Background: an optimization exercise with open tools, aiming at small area. Do not read the settings as production practice. Function was checked by simulation only, so behaviour that the tests miss may differ from the original. Power and IR drop assume default switching activity.

== pepper ==
==> flow/design.v (excerpt) <==
module lm15_lge (
    input  wire        clk,
    input  wire        rst,
    input  wire        cmd_valid,
    input  wire [87:0] cmd_word,
    output wire        busy,
    output reg         ill,
    output wire        lcd_ce,
    output wire        lcd_rs,
    output wire        tx_valid,
    output reg  [7:0]  tx_data,
    input  wire        tx_ready,
    output reg         mem_re,
    output reg  [1:0]  mem_space,
    output wire [15:0] mem_addr,
    input  wire [15:0] mem_rdata
);
export LEC_CHECK = 0
export CAP_MARGIN = 20
export CORE_MARGIN = 2
export CORE_UTILIZATION = 40
export SLEW_MARGIN = 20
create_clock -name core_clock -period 10.0 [get_ports {clk}]
standard.sh (not shown) runs the stock make flow with config.mk's settings and CLKGATE_MAP_FILE= SYNTH_SCRIPT=/design/flow/synth_recipe.tcl, a recipe that flattens the netlist after the stock synthesis.
==> flow/flow/run.sh <==
#!/bin/bash
# Standard ORFS layout with these changes to how it is built:
#  - synthesis maps the logic with an area-oriented ABC script (flow/area.abc)
#    instead of ORFS's abc_area.script; everything else in synthesis is the
#    standard script (synth_recipe.tcl, ORFS synth.tcl);
#  - port buffers use sky130_fd_sc_hd__buf_1;
#  - synthesis does not extract half/full adder cells (ADDER_MAP_FILE empty),
#    so ABC maps the adders together with the rest of the logic;
#  - CTS does not add dummy loads and uses clkbuf_4 below the root buffer.
set -euo pipefail
here=$(pwd)
sed 's|^source $::env(SCRIPTS_DIR)/synth_preamble.tcl$|&\nset abc_args [lreplace $abc_args 1 1 '"$here"'/flow/area.abc]|' \
    "$FLOW_HOME/scripts/synth.tcl" > "$here/my_synth_core.tcl"
grep -q "flow/area.abc" "$here/my_synth_core.tcl"
sed "s|source \$::env(SCRIPTS_DIR)/synth.tcl|source $here/my_synth_core.tcl|" synth_recipe.tcl > "$here/my_synth.tcl"
grep -q my_synth_core "$here/my_synth.tcl"
bash standard.sh SYNTH_SCRIPT="$here/my_synth.tcl" \
    "BUFFER_PORTS_ARGS=-buffer_cell sky130_fd_sc_hd__buf_1" \
    "CTS_ARGS=-sink_clustering_enable -repair_clock_nets -dont_use_dummy_load -buf_list sky130_fd_sc_hd__clkbuf_4 -root_buf sky130_fd_sc_hd__clkbuf_16" \
    ADDER_MAP_FILE= \
    finish > "$here/flow_make.log" 2>&1
==> flow/flow/area.abc <==
strash
&get -n
&fraig -x
&put
scorr
dc2
strash
&get -n
&deepsyn -T 150
&dch -f
&nf -R 1000 -p -C 32 -F 8 -A 4
&put
pepper closes out successfully: all stages finished, all timing, DRC and antenna checks passed.
Modified inputs, fjord compared to pepper
diff --git a/flow/flow/run.sh b/flow/flow/run.sh
--- a/flow/flow/run.sh
+++ b/flow/flow/run.sh
@@ -1,11 +1,9 @@
 #!/bin/bash
-# Standard ORFS layout with these changes to how it is built:
+# Standard ORFS layout with three changes to how it is built:
 #  - synthesis maps the logic with an area-oriented ABC script (flow/area.abc)
 #    instead of ORFS's abc_area.script; everything else in synthesis is the
 #    standard script (synth_recipe.tcl, ORFS synth.tcl);
 #  - port buffers use sky130_fd_sc_hd__buf_1;
-#  - synthesis does not extract half/full adder cells (ADDER_MAP_FILE empty),
-#    so ABC maps the adders together with the rest of the logic;
-#  - CTS does not add dummy loads and uses clkbuf_4 below the root buffer.
+#  - CTS does not add dummy loads.
 set -euo pipefail
 here=$(pwd)
@@ -18,4 +16,4 @@
     "BUFFER_PORTS_ARGS=-buffer_cell sky130_fd_sc_hd__buf_1" \
     "CTS_ARGS=-sink_clustering_enable -repair_clock_nets -dont_use_dummy_load -buf_list sky130_fd_sc_hd__clkbuf_4 -root_buf sky130_fd_sc_hd__clkbuf_16" \
-    ADDER_MAP_FILE= \
+    GPL_TIMING_DRIVEN=0 CORE_UTILIZATION=55 \
     finish > "$here/flow_make.log" 2>&1
==> flow/flow/area.abc <==
strash
&get -n
&fraig -x
&put
scorr
dc2
strash
&get -n
&deepsyn -T 60
&dch -f
&nf -R 1000 -p -C 32 -F 8 -A 4
&put
Results
Looking at worst setup path startpoint, the st[4] result is from pepper; the st[1] one comes from fjord. The higher met2 routing resource usage after global routing came out of fjord. fjord vs. pepper: total cell area at the placement stage went up by about 0.5%. pepper leaves less setup margin than fjord. Power density of the placed cells on fjord is down relative to pepper. Die footprint on fjord is down relative to pepper.
## Diff of input files: nickel against fjord
diff --git a/flow/flow/run.sh b/flow/flow/run.sh
--- a/flow/flow/run.sh
+++ b/flow/flow/run.sh
@@ -16,4 +16,3 @@
     "BUFFER_PORTS_ARGS=-buffer_cell sky130_fd_sc_hd__buf_1" \
     "CTS_ARGS=-sink_clustering_enable -repair_clock_nets -dont_use_dummy_load -buf_list sky130_fd_sc_hd__clkbuf_4 -root_buf sky130_fd_sc_hd__clkbuf_16" \
-    GPL_TIMING_DRIVEN=0 CORE_UTILIZATION=55 \
     finish > "$here/flow_make.log" 2>&1
### Flow results
NOTE number of placement rows fjord->nickel increased by more than 10%
Of nickel and fjord, it is nickel that has the higher number of cells traversed by the worst register-to-register path.
nickel: non-clock buffer area fraction after layout is 1.7 points higher than what fjord reported.
Going from fjord to nickel, number of gates on the worst path with buffers counted went up by 15%, inserted tap cell count rose about 47%, wire length now sits higher.

* * *

lm15_lge, a different RTL version from the one above (not shown whole).
Size in the first run: about 1100 cells after synthesis, about 140 I/O pins.
==> flow/config.mk <==
export PLATFORM = sky130hd
export DESIGN_NAME = lm15_lge
export DESIGN_NICKNAME = lm15_lge
export VERILOG_FILES = /design/flow/design.v
export SDC_FILE = /design/flow/constraint.sdc
export NUM_CORES = 4
export LEC_CHECK = 0
export CAP_MARGIN = 20
export CORE_MARGIN = 2
export CORE_UTILIZATION = 40
export SLEW_MARGIN = 20
==> flow/constraint.sdc <==
create_clock -name core_clock -period 10.0 [get_ports {clk}]
set_input_delay 2.0000 -clock core_clock [delete_from_list [all_inputs] [get_ports {clk}]]
set_output_delay 2.0000 -clock core_clock [all_outputs]
set_load 0.01 [all_outputs]
==> flow/flow/run.sh <==
#!/bin/bash
# Standard ORFS layout with three changes to how it is built:
#  - synthesis maps the logic with an area-oriented ABC script (flow/area.abc)
#    instead of ORFS's abc_area.script; everything else in synthesis is the
#    standard script (synth_recipe.tcl, ORFS synth.tcl);
#  - port buffers use sky130_fd_sc_hd__buf_1;
#  - CTS does not add dummy loads.
set -euo pipefail
here=$(pwd)
sed 's|^source $::env(SCRIPTS_DIR)/synth_preamble.tcl$|&\nset abc_args [lreplace $abc_args 1 1 '"$here"'/flow/area.abc]|' \
    "$FLOW_HOME/scripts/synth.tcl" > "$here/my_synth_core.tcl"
grep -q "flow/area.abc" "$here/my_synth_core.tcl"
sed "s|source \$::env(SCRIPTS_DIR)/synth.tcl|source $here/my_synth_core.tcl|" synth_recipe.tcl > "$here/my_synth.tcl"
grep -q my_synth_core "$here/my_synth.tcl"
bash standard.sh SYNTH_SCRIPT="$here/my_synth.tcl" \
    "BUFFER_PORTS_ARGS=-buffer_cell sky130_fd_sc_hd__buf_1" \
    "CTS_ARGS=-sink_clustering_enable -repair_clock_nets -dont_use_dummy_load -buf_list sky130_fd_sc_hd__clkbuf_8" \
    CAP_MARGIN=0 SLEW_MARGIN=0 GPL_TIMING_DRIVEN=0 \
    finish > "$here/flow_make.log" 2>&1
==> flow/flow/area.abc <==
strash
&get -n
&fraig -x
&put
scorr
dc2
strash
&get -n
&dch -f
&nf -R 1000
&put
The starting point ran to the end with violations: capacitance limit, slew limit.
==> next run, changes <==
--- a/flow/flow/run.sh
+++ b/flow/flow/run.sh
@@ -17,2 +17 @@
-    "CTS_ARGS=-sink_clustering_enable -repair_clock_nets -dont_use_dummy_load -buf_list sky130_fd_sc_hd__clkbuf_8" \
-    CAP_MARGIN=0 SLEW_MARGIN=0 GPL_TIMING_DRIVEN=0 \
+    "CTS_ARGS=-sink_clustering_enable -repair_clock_nets -dont_use_dummy_load" \
Effect:
- Now the flow completed with no timing, DRC or antenna violations
- routed wire length is higher by 3.9%
- clock power is higher by 39%
- synthesized cell count is unchanged
- critical path depth is higher by 6

port drivers added, routing unchanged:
How much do the figures lean on ideal ports? The routed layouts below were timed once more, with nothing changed but the port constraints.
Step 1 sets driving cells, clkbuf_16 on the clock port and buf_2 on the other inputs (assumed; they add their load-dependent delay and slew).
Step 2 moves the port delays by t, midway between the first and last clock arrival at a register: inputs arrive t later, outputs are due t later. That takes back most of the time a late clock gives input paths.
Slacks: ideal / step 1 / step 2; pairs: ideal / step 1.
run	t (ns)	slack for setup (ns)	hold slack, ns	worst setup path at the end	cell pins on the clock port's net
pepper	0.405	0.530 / 0.483 / 0.775	0.474 / 0.474 / 0.474	input to output	1
fjord	0.398	0.554 / 0.509 / 0.907	0.470 / 0.470 / 0.470	register to output	1
nickel	0.404	0.788 / 0.739 / 1.143	0.495 / 0.495 / 0.495	register to output	1
the first run of note 2	0.435	0.392 / 0.346 / 0.782	0.498 / 0.498 / 0.498	register to output	1
the second run of note 2	0.408	1.496 / 1.447 / 1.725	0.469 / 0.469 / 0.469	input to output	1
